What follows belongs to an exercise in optimizing a design on an open flow for small area; a production flow would make more cautious choices. Function was checked by simulation only, so behaviour that the tests miss may differ from the original. No driver is modelled on the clock port, so clocking that relies on it looks cheaper here than on a real chip. Power is estimated from default activity; no workload was simulated.

==> design.v <==
module ntsc_lsb (
    input  wire        clk,
    input  wire        rst_n,
    input  wire        run,
    input  wire        mode_il,       
    input  wire        mode_den,      
    input  wire        mode_burst,    
    input  wire        mode_pic,      
    input  wire [31:0] frame_init,    
    input  wire [7:0]  lvl_tip,
    input  wire [7:0]  lvl_porch,
    input  wire [7:0]  lvl_black,
    input  wire [7:0]  burst_000,
    input  wire [7:0]  burst_060,
    input  wire [7:0]  burst_090,
    input  wire [7:0]  burst_120,
    input  wire [7:0]  burst_180,
    input  wire [7:0]  burst_240,
    input  wire [7:0]  burst_270,
    input  wire [7:0]  burst_300,
    output wire        ps_req,
    output wire [31:0] ps_frame,
    output wire [8:0]  ps_row,
    output wire [10:0] ps_col,
    input  wire [7:0]  ps_data,
    input  wire        ps_ack,
    output reg         dac_valid,
    output reg  [7:0]  dac_out,
    output wire        sol,
    output wire        vblank,
    output wire        field
);
    wire il  = mode_il;
    wire den = mode_den;
    reg [10:0] q;             
    reg        f;             
    reg [8:0]  r;             
    reg [1:0]  m3;            
    reg [31:0] frame;
    wire [10:0] q_first = den ? 11'd1802 : 11'd1884;
    wire        q_last  = den ? (q[10] & ~q[9] & q[6] & q[5] & q[0])                           
                              : (~q[10] & q[9] & q[7] & q[6] & q[5] & q[3] & q[1] & q[0]);   
    wire pre   = &q[10:8];
    wire fh    = pre | (den ? (q < 11'd438) : (q < 11'd292));       
    wire eq_tip = fh ? (pre & (den ? (q < 11'd1856) : (q < 11'd1920)))
                     : (den ? (q < 11'd492) : (q < 11'd328));
    wire vs_tip = fh ? (pre | (den ? (q < 11'd342) : (q < 11'd228)))
                     : (den ? (q < 11'd1026) : (q < 11'd684));
    wire bl_tip   = pre & (den ? (q < 11'd1905) : (q < 11'd1952));    
    wire bl_porch = pre ? (den ? (q < 11'd2007) : (q < 11'd2020))     
                        : (den ? (q >= 11'd1095) : (q >= 11'd730));   
    wire in_burst = pre & (den ? (q >= 11'd1916 && q < 11'd1970)
                               : (q >= 11'd1960 && q < 11'd1996));
    wire window   = den ? (q < 11'd1056) : (q < 11'd704);
    wire ph_000 = den ? (~q[0] & (m3 == 2'd0)) : (q[1:0] == 2'd0);
    wire ph_060 = den &  q[0] & (m3 == 2'd1);
    wire ph_090 = ~den & (q[1:0] == 2'd1);
    wire ph_120 = den & ~q[0] & (m3 == 2'd2);
    wire ph_180 = den ? ( q[0] & (m3 == 2'd0)) : (q[1:0] == 2'd2);
    wire ph_240 = den & ~q[0] & (m3 == 2'd1);
    wire ph_270 = ~den & (q[1:0] == 2'd3);
    wire ph_300 = den &  q[0] & (m3 == 2'd2);
    wire       vb = r[8];             
    wire [4:0] s  = r[4:0];           
    wire       r_240 = ~r[8] & (&r[7:4]);
    wire       sync  = vb & (s <= 5'd18);                   
    wire       f2    = f & ~fh;       
    wire half_vs = f2 ? (s >= 5'd12 && s <= 5'd14) : (s >= 5'd13 && s <= 5'd15);
    wire half_pr = f2 & (s == 5'd18);
    wire l262b   = r_240 & ~fh;                             
    wire l282    = f & vb & (s == 5'd29);
    wire fill    = mode_pic & ~vb & ~r_240;
    assign ps_req   = fill & window;
    assign ps_frame = frame;
    assign ps_row   = il ? {r[7:0], f} : r;
    assign ps_col   = q;
    wire use_ps = ps_req & ps_ack;
    wire sy       = sync | l262b;
    wire sy_tip   = ~half_pr & (half_vs ? vs_tip : eq_tip);
    wire bt       = ~sy & ~use_ps;
    wire sel_tip  = sy ? sy_tip : (~use_ps & bl_tip);
    wire sel_ps   = ~sy & use_ps;
    wire sel_bu   = bt & ~bl_tip & mode_burst & in_burst;
    wire sel_blk  = bt & ~bl_tip & ~(mode_burst & in_burst) & ~bl_porch & ~(l282 & fh);
    wire sel_por  = ~sel_tip & ~sel_ps & ~sel_bu & ~sel_blk;
    always @(*)
        dac_out = ({8{sel_tip}} & lvl_tip)
                | ({8{sel_por}} & lvl_porch)
                | ({8{sel_blk}} & lvl_black)
                | ({8{sel_ps}}  & ps_data)
                | ({8{sel_bu & ph_000}} & burst_000)
                | ({8{sel_bu & ph_060}} & burst_060)
                | ({8{sel_bu & ph_090}} & burst_090)
                | ({8{sel_bu & ph_120}} & burst_120)
                | ({8{sel_bu & ph_180}} & burst_180)
                | ({8{sel_bu & ph_240}} & burst_240)
                | ({8{sel_bu & ph_270}} & burst_270)
                | ({8{sel_bu & ph_300}} & burst_300);
    assign vblank = ~f & vb;
    assign field  = f;
    assign sol    = (q == q_first);
    wire r_239   = ~r[8] & r[7] & r[6] & r[5] & (&r[3:0]);
    wire eofield = (il & ~f) ? r_240 : r_239;
    always @(posedge clk) begin
        dac_valid <= rst_n & run & (dac_valid | sol);
        if (!dac_valid) begin
            q     <= {rst_n & run, q_first[9:0]};
            r     <= 9'd490;
            f     <= 1'b0;
            m3    <= 2'd0;
            frame <= frame_init;
        end else begin
            frame <= frame + {31'd0, q_last & eofield & (f | ~il)};
            m3    <= (m3 == 2'd2) ? 2'd0 : m3 + 2'd1;
            q     <= q_last ? q_first : q + 11'd1;
            if (q_last & eofield) begin
                r <= 9'd490;
                f <= il & ~f;
            end else begin
                r <= r + {8'd0, q_last};
            end
        end
    end
endmodule
==> flow/run.sh <==
#!/bin/bash
set -euo pipefail
W=$(pwd)
R=$W/orfs/results/$FLOW_PLATFORM/ntsc_lsb/base
LIB=$FLOW_HOME/platforms/$FLOW_PLATFORM/lib/sky130_fd_sc_hd__tt_025C_1v80.lib
YOSYS=$FLOW_HOME/../tools/install/yosys/bin/yosys
[[ -x $YOSYS ]] || YOSYS=yosys

cat >> config.mk <<EOC
export BUFFER_PORTS_ARGS = -buffer_cell sky130_fd_sc_hd__buf_1
export CTS_ARGS = -sink_clustering_enable -repair_clock_nets -dont_use_dummy_load -buf_list sky130_fd_sc_hd__clkbuf_8 -root_buf sky130_fd_sc_hd__clkbuf_8
EOC

# 1. standard synthesis
bash standard.sh synth > log_1_standard_synth.txt 2>&1
cp "$R/1_2_yosys.v" "$W/synth_standard.v"

# 2. area re-mapping of the combinational logic
DU=$(sed -n '/DONT_USE_CELLS/,/^#/p' "$FLOW_HOME/platforms/$FLOW_PLATFORM/config.mk" \
     | grep -o 'sky130_fd_sc_hd__[a-z0-9_]*' | sed 's/^/-dont_use /' | tr '\n' ' ')
SCRIPTS=(
  "strash;dch,-f;amap;strash;dch,-f;amap"
  "strash;balance;dch,-f;amap;strash;dch,-f;amap"
  "strash;ifraig;dch,-f;amap;strash;dch,-f;amap"
  "strash;dc2;dch,-f;amap"
  "strash;dch,-f;amap,-F,10"
  "strash;dc2;dch,-f;amap;strash;dch,-f;amap"
  "strash;rewrite,-z;dch,-f;amap"
  "strash;refactor,-z;dch,-f;amap;strash;dch,-f;amap"
  "strash;balance;dch,-f;amap;strash;balance;dch,-f;amap"
  "strash;dch;amap"
)
STARTS=(
  ""
  "strash;dch;map"
  "strash;balance;map"
  "strash;resub;map"
  "strash;dc2;map,-a"
  "strash;resub,-z;map,-a"
  "strash;rewrite;map"
  "strash;refactor;map,-a"
  "strash;dc2;resub;map"
  "strash;balance;rewrite,-z;map,-a"
  "strash;ifraig;resub;dch;map"
  "strash;dch,-f;map,-a"
)
T=$W/resynth
mkdir -p $T
one() { # in out script log
  sed -e "s#@LIB@#$LIB#g" -e "s#@IN@#$1#" -e "s#@OUT@#$2#" -e "s#@DONTUSE@#$DU#" -e "s#@SCRIPT@#$3#" \
      flow/resynth.ys.in > $2.ys
  "$YOSYS" -l $4 $2.ys > /dev/null 2>&1 || true
}
area() { { grep "Chip area for module" $1 2>/dev/null || true; } | tail -1 | awk '{print $NF}'; }
climb() { # start index
  local si=$1 best=999999999 round i a bi
  for round in 1 2 3 4 5 6 7 8; do
    for i in "${!SCRIPTS[@]}"; do
      one $T/b$si.v $T/c${si}_${round}_$i.v "${SCRIPTS[$i]}" $T/log_c${si}_${round}_$i.txt &
    done
    wait
    bi=""
    for i in "${!SCRIPTS[@]}"; do
      a=$(area $T/log_c${si}_${round}_$i.txt)
      [[ -n $a && -s $T/c${si}_${round}_$i.v ]] || continue
      if awk -v a="$a" -v b="$best" 'BEGIN { exit !(a < b) }'; then best=$a; bi=$i; fi
    done
    [[ -n $bi ]] || break
    echo "start $si round $round kept script $bi: $best" >> $T/summary_$si.txt
    cp $T/c${si}_${round}_$bi.v $T/b$si.v
  done
  echo "$best" > $T/best_$si.txt
}
for si in "${!STARTS[@]}"; do
  if [[ -z ${STARTS[$si]} ]]; then
    cp synth_standard.v $T/s$si.v
  else
    one $W/synth_standard.v $T/s$si.v "${STARTS[$si]}" $T/log_s$si.txt
  fi
  if [[ -s $T/s$si.v ]]; then
    cp $T/s$si.v $T/b$si.v
    climb $si &
  fi
done
wait
S=log_2_resynth_summary.txt
cat $T/summary_*.txt > $S 2>/dev/null || true
gbest=999999999; gi=""
for si in "${!STARTS[@]}"; do
  [[ -s $T/best_$si.txt ]] || continue
  b=$(cat $T/best_$si.txt)
  echo "start $si (${STARTS[$si]:-standard netlist}): $b" >> $S
  if awk -v a="$b" -v b="$gbest" 'BEGIN { exit !(a < b) }'; then gbest=$b; gi=$si; fi
done
if [[ -n $gi ]]; then
  echo "kept start $gi: $gbest" >> $S
  cp $T/b$gi.v $T/g.v
  for it in 1 2 3 4 5 6 7 8; do
    si=p$it
    p=${STARTS[$it]}
    one $T/g.v $T/s$si.v "$p" $T/log_s$si.txt
    [[ -s $T/s$si.v ]] || continue
    cp $T/s$si.v $T/b$si.v
    climb $si
    b=$(cat $T/best_$si.txt)
    echo "perturbation $it ($p): $b" >> $S
    if awk -v a="$b" -v b="$gbest" 'BEGIN { exit !(a < b) }'; then
      gbest=$b; cp $T/b$si.v $T/g.v
      echo "kept perturbation $it: $gbest" >> $S
    fi
  done
  cp $T/g.v "$W/synth_resynth.v"
else
  echo "no re-mapping; kept the standard netlist" >> $S
  cp synth_standard.v "$W/synth_resynth.v"
fi
echo "final: $gbest" >> $S
cp "$W/synth_resynth.v" "$R/1_2_yosys.v"
rm -f "$R/1_synth.odb" "$R/1_synth.sdc"
rm -f $T/c*.v $T/c*.v.ys $T/s*.v.ys   # intermediate netlists; their logs stay

# 3. standard layout from the re-mapped netlist
bash standard.sh > log_3_layout.txt 2>&1
==> flow/resynth.ys.in <==
# Area re-mapping of the standard synthesis's combinational logic.
# The registers are kept as they are (same cells, same instance names).
read_liberty -ignore_miss_func @LIB@
blackbox sky130_fd_sc_hd__*df* sky130_fd_sc_hd__*dl*
read_verilog @IN@
hierarchy -top ntsc_lsb
flatten
rename -hide w:* x:* %d
opt_clean -purge
abc -liberty @LIB@ @DONTUSE@ -script "+@SCRIPT@"
opt_clean -purge
hilomap -singleton -hicell sky130_fd_sc_hd__conb_1 HI -locell sky130_fd_sc_hd__conb_1 LO
splitnets
opt_clean -purge
select ntsc_lsb
stat -liberty @LIB@
write_verilog -noattr -nohex -nodec -selected @OUT@
==> standard.sh <==
#!/bin/bash
# synth_recipe.tcl (not shown) runs the flow's synth.tcl, then flattens the netlist and writes it again
# the make line also repeats each setting of config.mk as NAME=value (left out here)
make -C /OpenROAD-flow-scripts/flow DESIGN_CONFIG=/design/flow/config.mk WORK_HOME=/design/flow/orfs CLKGATE_MAP_FILE= SYNTH_SCRIPT=/design/flow/synth_recipe.tcl "${@:-finish}"
==> config.mk <==
export PLATFORM = sky130hd
export DESIGN_NAME = ntsc_lsb
export DESIGN_NICKNAME = ntsc_lsb
export VERILOG_FILES = /design/flow/design.v
export SDC_FILE = /design/flow/constraint.sdc
export NUM_CORES = 4
export LEC_CHECK = 0
export CAP_MARGIN = 20
export CORE_MARGIN = 2
export CORE_UTILIZATION = 55
export PLACE_DENSITY = 0.7
export SLEW_MARGIN = 20
export BUFFER_PORTS_ARGS = -buffer_cell sky130_fd_sc_hd__buf_1
export CTS_ARGS = -sink_clustering_enable -repair_clock_nets -dont_use_dummy_load -buf_list sky130_fd_sc_hd__clkbuf_8 -root_buf sky130_fd_sc_hd__clkbuf_8
==> constraint.sdc <==
create_clock -name core_clock -period 10.0 [get_ports {clk}]
set_input_delay 2.0000 -clock core_clock [delete_from_list [all_inputs] [get_ports {clk}]]
set_output_delay 2.0000 -clock core_clock [all_outputs]
set_load 0.01 [all_outputs]
==> summary.txt, run 1 <==
Clocking
  – Gates resized, CTS repair: 0
  – Sink Count: between 50 and 60
  – Cell at the root of the clock tree: sky130_fd_sc_hd__clkbuf_8
  – CTS HTree Levels: 2
  – Worst-path clk slew: roughly 90 ps
  – Clk Latency, worst-skew pair: between 300 and 400 ps
  – TritonCTS clock tree: done
  – Number of buffers inserted during clock tree synthesis: 5
  – Postcts setup bufs: 0
  – Number of buffers inserted for hold repair after clock tree synthesis: 0
  – Maximum root-to-sink buffer count: 2

Drt
  – Average wire length per cell after detail routing: approximately 15 um
  – Pre-antenna DRT Iters: 5
  – Remaining routing DRC violations: 0
  – Count of vias placed by the detailed router: ~4.5k
  – Drt initial violations: approximately 370
  – Post-route antenna net violation count: 0
  – Total wirelength of the detailed-routed design: approximately 11000 um
  – Via-per-instance ratio: 5.95

Timing
  – Unrepaired setup endpoints after global routing: false
  – Worst slew slack as a fraction of its limit: between 20% and 30%
  – Setup Viol. Count Final: 0
  – Largest clock skew in the final design: around 18 ps
  – Final period demand of the worst path: about 8000 ps
  – Final number of hold-violating endpoints: 0
  – Final critical-path share of the clock period: around four fifths
  – Maximum frequency from static timing analysis: ~130 MHz
  – Worst-margin pin slew: 1060 ps
  – Number of max-slew violations in the final report: 0
  – Setup tns final: 0 ps

Pwr
  – Leakage power figure: 1.61 nW
  – Pwr/cell area: between 100 and 150 nW/um2
  – Peak supply drop: 109 uV

Synth
  – Mean instance size in the synthesized netlist: around 7.2 um2
  – Mapped cell area: ~3400 um2
  – Synthesized instance count: between 400 and 500
  – Syn Nets: 603
  – Warnings, synthesis: 1

Global route
  – Via count of the first global-routing pass: between 3k and 4k
  – Global-route congestion overflow total: 0
  – Pin count of the biggest net entering global routing: 71
  – Antenna violations before repair: 0
  – Overall routing resource usage: ~30%
  – Global-route wire length before repair: 16300 um

Cells and area
  – Nets: between 800 and 900
  – Number of cells in the finished layout apart from fillers: ~750
  – Antenna diodes: 0
  – Layout cell share with drive strength beyond 1: ~1.2%
  – Area growth, synth to finish: 27.6%

Critical path
  – Data arrival time at the worst-slack endpoint: ~8100 ps
  – Startpoint-to-endpoint class of the critical path: in2reg
  – Startpoint type of the worst setup path: primary input
  – Most used cell along the critical path: sky130_fd_sc_hd__and3_1
  – Required time worst endpoint: 10160 ps
  – Type of destination of the critical path: register
  – Largest stage delay on the critical path: around 800 ps
  – Largest driver fanout on the critical path: 13
  – Critical path's slowest cell: sky130_fd_sc_hd__a2111oi_0

Worst hold path
  – Worst hold path class: reg2reg

Floorplanning
  – Count of standard-cell rows: 28
  – CORE AREA: 5920 um2
  – Top-level port count: between 200 and 250
  – Vert. Die Dim: between 80 and 90 um
  – Die Outline Area: 6760 um2
  – Horizontal die dimension: 82.2 um
  – Initial core utilization: a little under three fifths

Placement
  – Final HPWL DP: 8640 um
  – DP Cell Count: 743
  – Port Buf Inserts: 200
  – Final weighted congestion in routability-driven placement: roughly 0.93

Outcome
  – Outcome: no timing/DRC/antenna violations

Run
  – Max cap viols: 0
[placed cells by master, fill, tap and decap left out, types with 12 or more instances in the layout]
cell type and n:
sky130_fd_sc_hd__o31ai_1 33, sky130_fd_sc_hd__and3_1 29, sky130_fd_sc_hd__clkinv_1 41, sky130_fd_sc_hd__nor3_1 13, sky130_fd_sc_hd__buf_1 200, sky130_fd_sc_hd__o22ai_1 20, sky130_fd_sc_hd__nand3_1 12, sky130_fd_sc_hd__o221ai_1 12
sky130_fd_sc_hd__nor2_1 80, sky130_fd_sc_hd__o21ai_0 33, sky130_fd_sc_hd__a22oi_1 12, sky130_fd_sc_hd__nand2_1 56, sky130_fd_sc_hd__dfxtp_1 56
[registers in the layout, indices dropped and copies added, names as in the netlist]
| signal | flops |
|---|---|
| dac_valid | 1 |
| f | 1 |
| frame | 32 |
| m3 | 2 |
| q | 11 |
| r | 9 |
[final cells by class]
| type | count | area [um2] |
|---|---|---|
| clock buffer | 5 | 68.8 |
| sequential | 56 | 1120 |
| timing repair buffer | 201 | 758 |
| inverter | 42 | 158 |
| fill | 527 | 1630 |
| multi-input combinational | 369 | 2090 |
| tap | 75 | 93.8 |
[per-stage QoR]
| step | power [W] | worst slack, ps | utilization, % | hold WS (ps) | cell area, um2 |
|---|---|---|---|---|---|
| 4_1_cts | 0.000435 | 1790 | 72.4 | 468 | 4290 |
| 3_5_place_dp | 0.000326 | 1820 | 71.2 | 455 | 4220 |
| 5_1_grt | 0.000454 | 1500 | 72.5 | 481 | 4290 |
| 6_report | 0.000434 | 2050 | 72.5 | 472 | 4290 |
| 3_3_place_gp | 0.000324 | 2130 | 71.2 | 439 | 4220 |
| 2_1_floorplan | 0.000286 | 2950 | - | 430 | 3360 |
[power breakdown]
part           internal (W)  switching, W
registers          0.000232    0.00000932
logic             0.0000354     0.0000453
clock network     0.0000454     0.0000662
total              0.000313      0.000121
[worst paths after layout]
kind / from / to / cells past startpoint / slack [ps]
worst min register to register: m3[1] / m3[0] / 1 / 470
worst max register to register: q[1] / frame[31] / 27 / 3190
worst max-delay path: mode_den / frame[31] / 26 / 2050
worst min-delay path: m3[1] / m3[0] / 1 / 470
[layer usage]
metal / share of wire, % / wire (um) / global-route usage, %
met5: 0 / 0 / 0
met1: 43 / 4740 / 40.1
met3: 8.6 / 941 / 5.22
met4: 1.1 / 125 / 7.83
met2: 47 / 5180 / 51.1
[worst max-delay path, delay by kind of cell]
family          cells  cell delay [ps]
buf+inv             2              790
simple gates       20             4130
compound gates      4             1170
==> run 2, diff against run 1 <==
--- a/design.v
+++ b/design.v
@@ -38,8 +38,7 @@
     reg [1:0]  m3;            
     reg [31:0] frame;
     wire [10:0] q_first = den ? 11'd1802 : 11'd1884;
-    wire        q_last  = den ? (q[10] & ~q[9] & q[6] & q[5] & q[0])                           
-                              : (~q[10] & q[9] & q[7] & q[6] & q[5] & q[3] & q[1] & q[0]);   
+    wire        q_last  = den ? (q == 11'd1121) : (q == 11'd747);
     wire pre   = &q[10:8];
     wire fh    = pre | (den ? (q < 11'd438) : (q < 11'd292));       
     wire eq_tip = fh ? (pre & (den ? (q < 11'd1856) : (q < 11'd1920)))
@@ -63,11 +62,11 @@
     wire       vb = r[8];             
     wire [4:0] s  = r[4:0];           
     wire       r_240 = ~r[8] & (&r[7:4]);
-    wire       sync  = vb & (s <= 5'd18);                   
+    wire       sync  = vb & (s >= 5'd10) & (s <= 5'd18);    
     wire       f2    = f & ~fh;       
     wire half_vs = f2 ? (s >= 5'd12 && s <= 5'd14) : (s >= 5'd13 && s <= 5'd15);
     wire half_pr = f2 & (s == 5'd18);
-    wire l262b   = r_240 & ~fh;                             
+    wire l262b   = il & ~f & r_240 & ~fh;                   
     wire l282    = f & vb & (s == 5'd29);
     wire fill    = mode_pic & ~vb & ~r_240;
     assign ps_req   = fill & window;
@@ -99,8 +98,7 @@
     assign vblank = ~f & vb;
     assign field  = f;
     assign sol    = (q == q_first);
-    wire r_239   = ~r[8] & r[7] & r[6] & r[5] & (&r[3:0]);
-    wire eofield = (il & ~f) ? r_240 : r_239;
+    wire eofield = (il & ~f) ? r_240 : (r == 9'd239);
     always @(posedge clk) begin
         dac_valid <= rst_n & run & (dac_valid | sol);
         if (!dac_valid) begin
--- a/flow/run.sh
+++ b/flow/run.sh
@@ -8,7 +8,7 @@
 
 cat >> config.mk <<EOC
 export BUFFER_PORTS_ARGS = -buffer_cell sky130_fd_sc_hd__buf_1
-export CTS_ARGS = -sink_clustering_enable -repair_clock_nets -dont_use_dummy_load -buf_list sky130_fd_sc_hd__clkbuf_8 -root_buf sky130_fd_sc_hd__clkbuf_8
+export CTS_ARGS = -sink_clustering_enable -repair_clock_nets -dont_use_dummy_load -buf_list sky130_fd_sc_hd__clkbuf_4 -root_buf sky130_fd_sc_hd__clkbuf_4
 EOC
 
 # 1. standard synthesis
@@ -119,5 +119,14 @@
 rm -f "$R/1_synth.odb" "$R/1_synth.sdc"
 rm -f $T/c*.v $T/c*.v.ys $T/s*.v.ys   # intermediate netlists; their logs stay
 
-# 3. standard layout from the re-mapped netlist
+# 3. standard layout from the re-mapped netlist, first up to the clock tree
+bash standard.sh cts > log_3_layout_to_cts.txt 2>&1
+slew=$( { LIB=$LIB R=$R openroad -no_init -exit flow/clk_slew.tcl 2>&1 || true; } | tee log_3_clk_slew.txt | awk '/^CLKSLEW/ {print $2}')
+echo "clkbuf_4 tree: largest register clock-pin slew $slew ns (placement estimate)" >> log_3_clk_slew.txt
+if [[ -z $slew ]] || awk -v s="$slew" 'BEGIN { exit !(s > 0.100) }'; then
+  echo "redoing the clock tree with clkbuf_8" >> log_3_clk_slew.txt
+  sed -i 's/sky130_fd_sc_hd__clkbuf_4/sky130_fd_sc_hd__clkbuf_8/g' config.mk
+  rm -f "$R/4_1_cts.odb" "$R/4_cts.odb" "$R/4_cts.sdc"
+  bash standard.sh cts > log_3_layout_cts_again.txt 2>&1
+fi
 bash standard.sh > log_3_layout.txt 2>&1
==> flow/clk_slew.tcl (new file) <==
# Prints the largest slew at a register clock pin after the clock tree,
# from placement-estimated parasitics.
read_liberty $::env(LIB)
read_db $::env(R)/4_cts.odb
read_sdc $::env(R)/4_cts.sdc
source $::env(FLOW_HOME)/platforms/$::env(FLOW_PLATFORM)/setRC.tcl
set_propagated_clock [all_clocks]
estimate_parasitics -placement
set mx 0
foreach pin [get_pins -hierarchical */CLK] {
  set s [get_property $pin slew_max]
  if {$s > $mx} { set mx $s }
}
puts "CLKSLEW $mx"
==> run 2 against run 1 <==
  * Worst setup slack worse by 190 ps
  * Via count up 0.94%
  * Critical endpoint unchanged
  * Non-clock buffer count stayed put
  * Routed wire length up 5.1%
  * Combinational power increased by 1%
  * Power grew 1.3%
  * Synthesized cell count rose by 0.43%
  * Clock skew up 12 ps
==> summary.txt, run 2 <==
Outcome
  – Outcome: no timing/DRC/antenna violations

Timing
  – Final number of hold-violating endpoints: 0 (unchanged)
  – Worst-margin pin slew: 1080 ps (+24.3 ps)
  – Final critical-path share of the clock period: 81.4% (+1.9 points)
  – Largest clock skew in the final design: 29.2 ps (+11.5 ps)
  – Final period demand of the worst path: 8140 ps (+185 ps)
  – Number of max-slew violations in the final report: 0 (unchanged)
  – Setup slack after layout: 1860 ps (-185 ps)
  – Maximum frequency from static timing analysis: 123 MHz (-2.3%)
  – Setup tns final: 0 ps (unchanged)
  – Unrepaired setup endpoints after global routing: false
  – Setup Viol. Count Final: 0 (unchanged)
  – Worst slew slack as a fraction of its limit: 27.3% (-1.4 points)

Critical path
  – Critical R2R Launch: q[7]
  – Worst-case register-to-register setup slack: 3660 ps (+470 ps)
  – Startpoint type of the worst setup path: primary input
  – Most used cell along the critical path: sky130_fd_sc_hd__and3_1
  – Worst R2R Path Depth: 28 (+3.7%)
  – Required time worst endpoint: 10260 ps (+100 ps)
  – Data arrival time at the worst-slack endpoint: 8400 ps (+290 ps)
  – Critical path's slowest cell: sky130_fd_sc_hd__nor3_1
  – Startpoint-to-endpoint class of the critical path: in2reg
  – Largest driver fanout on the critical path: 13 (unchanged)
  – Destination of the worst register-to-register timing path: frame[31]
  – Type of destination of the critical path: register
  – Largest stage delay on the critical path: 450 ps (-360 ps)

Global route
  – Overall routing resource usage: 31.5% (+1.1 points)
  – Antenna violations before repair: 0 (unchanged)
  – Met1 Track Usage GR: 39.9% (-0.26 points)
  – Global-route congestion overflow total: 0 (unchanged)
  – Global-route wire length before repair: 17000 um (+4.3%)
  – Layer carrying the most global-route usage: met2
  – Via count of the first global-routing pass: 3778 (+1.9%)
  – Routing usage on met3: 5.98% (+0.76 points)
  – Met2 usage: 56.3% (+5.1 points)
  – Pin count of the biggest net entering global routing: 62 (-13%)

Drt
  – Drt initial violations: 473 (+27%)
  – Total wirelength of the detailed-routed design: 11500 um (+5.1%)
  – Pre-antenna DRT Iters: 9 (+4)
  – Via-per-instance ratio: 5.99 (+0.67%)
  – Average wire length per cell after detail routing: 15.4 um (+4.8%)
  – Post-route antenna net violation count: 0 (unchanged)
  – Remaining routing DRC violations: 0 (unchanged)
  – Count of vias placed by the detailed router: 4493 (+0.94%)

Worst hold path
  – WHS Path Cells: 1 (unchanged)
  – Worst hold path endpoint: m3[0]
  – Hold wc startpoint: m3[0]
  – Worst hold path class: reg2reg

Floorplanning
  – Die Outline Area: 6750 um2 (-0.15%)
  – Horizontal die dimension: 82.1 um (about the same)
  – Vert. Die Dim: 82.1 um (about the same)
  – CORE AREA: 5920 um2 (unchanged)
  – Initial core utilization: 56.7% (-0.085 points)
  – Count of standard-cell rows: 28 (unchanged)
  – Top-level port count: 201 (unchanged)

Pwr
  – Leakage power figure: 1.53 nW (-5.2%)
  – Pwr/cell area: 103 nW/um2 (+1.6%)
  – Peak supply drop: 84.4 uV (-23%)

Placement
  – Final HPWL DP: 9060 um (+4.8%)
  – Worst slack, placed: 1640 ps (-176 ps)
  – Port Buf Inserts: 200 (unchanged)
  – Final weighted congestion in routability-driven placement: 0.957 (+2.7%)

Cells and area
  – Layout cell share with drive strength beyond 1: 0.889% (-0.30 points)
  – Most frequent cells in the layout: sky130_fd_sc_hd__buf_1 (200), sky130_fd_sc_hd__nor2_1 (88), sky130_fd_sc_hd__dfxtp_1 (56)
  – Most flops, register: frame
  – Max FFs per register: 32 (unchanged)
  – Antenna diodes: 0 (unchanged)
  – Largest registers in the final layout: frame x32, q x11, r x9
  – Most common library cell in the layout ignoring fill and taps: sky130_fd_sc_hd__buf_1
  – Area growth, synth to finish: 27.4%
  – Number of filler instances in the final layout: 522 (-0.95%)
  – Nets: 813 (+0.25%)

Clocking
  – Postcts setup bufs: 0 (unchanged)
  – Maximum root-to-sink buffer count: 2 (unchanged)
  – Number of buffers inserted during clock tree synthesis: 5 (unchanged)
  – Worst-path clk slew: 110 ps (+20 ps)
  – CTS HTree Levels: 2 (unchanged)
  – Number of buffers inserted for hold repair after clock tree synthesis: 0 (unchanged)
  – Cell at the root of the clock tree: sky130_fd_sc_hd__clkbuf_8
  – Sink Count: 56 (unchanged)
  – Gates resized, CTS repair: 0 (unchanged)
  – Clk Latency, worst-skew pair: 310 ps (about the same)
  – TritonCTS clock tree: done

Synth
  – Mean instance size in the synthesized netlist: 7.16 um2 (-0.57%)
  – Syn Nets: 605 (+0.33%)
  – Warnings, synthesis: 1 (unchanged)
  – Mapped cell area: 3360 um2 (-0.15%)
  – Synthesized instance count: 469 (+0.43%)

Run
  – Max cap viols: 0 (unchanged)
==> run 2: worst max-delay path, delay by kind of cell <==
kind / cells / cell delay, ps
AOI/OAI and AO/OA: 4 / 650
buffers and inverters: 2 / 860
and+or+nand+nor: 21 / 4870
==> run 2: report_power, final <==
group / switching, W / internal (W)
Combinational: 0.0000460 / 0.0000357
Clock: 0.0000691 / 0.0000455
Sequential: 0.0000101 / 0.000233
==> run 2: cell type report <==
| cell class | count | area, um2 | area share (%) |
|---|---|---|---|
| well taps | 75 | 93.8 | 2.19 |
| clock buffers | 5 | 68.8 | 1.61 |
| inverters | 41 | 154 | 3.60 |
| flip-flops and latches | 56 | 1120 | 26.2 |
| repair buffers | 201 | 758 | 17.7 |
| multi-input cells | 372 | 2080 | 48.7 |
==> run 2: layer usage <==
metal / vias up / wire (um)
li1: 2194 / -
met1: 2020 / 4790
met2: 261 / 5640
met3: 18 / 1000
met4: 0 / 104
met5: - / 0
==> run 2: how the worst max path moves through the flow <==
stage | from | end | depth (start not counted)
2_1_floorplan | mode_den | frame[31] | 25
5_1_grt | mode_den | frame[31] | 27
3_3_place_gp | mode_den | frame[31] | 27
6_report | mode_den | frame[31] | 27
4_1_cts | mode_den | frame[31] | 27
3_5_place_dp | mode_den | frame[31] | 26
==> run 2: stage by stage <==
step	power [W]	area, um2	hold slack, ps	std cells	util (%)
detailed placement	0.000328	4210	457	745	71.1
CTS	0.000443	4280	466	750	72.3
global placement	0.000327	4210	449	745	71.1
global route	0.000459	4280	501	750	72.3
finish	0.000440	4280	466	750	72.3
floorplan	0.000288	3360	430	469	-

-- re-timing with driven ports --
The flow's constraints put no driver on any port. The routed layouts listed below were extracted and timed again, unchanged, in two steps. Step 1 sets driving cells, clkbuf_16 on the clock port and buf_2 on the other inputs (assumed; they add their load-dependent delay and slew). Step 2 moves the port delays by t, midway between the first and last clock arrival at a register: inputs arrive t later, outputs are due t later. That takes back most of the time a late clock gives input paths. a / b / c = ideal ports / drivers / drivers and shift; a / b = the first two.
| run | t, ns | slack for setup (ns) | worst setup path at the end | worst register clock-pin slew, ns | cell pins on the clock port's net |
|---|---|---|---|---|---|
| run 1 | 0.332 | 2.047 / 2.053 / 1.721 | input to register | 0.10 / 0.10 | 1 |
| run 2 | 0.329 | 1.862 / 1.842 / 1.514 | input to register | 0.11 / 0.11 | 1 |
After both steps every run listed still meets setup and hold. For run 2, which loses most, drivers alone change the setup slack by -0.020 ns; drivers and shift together by -0.348 ns.
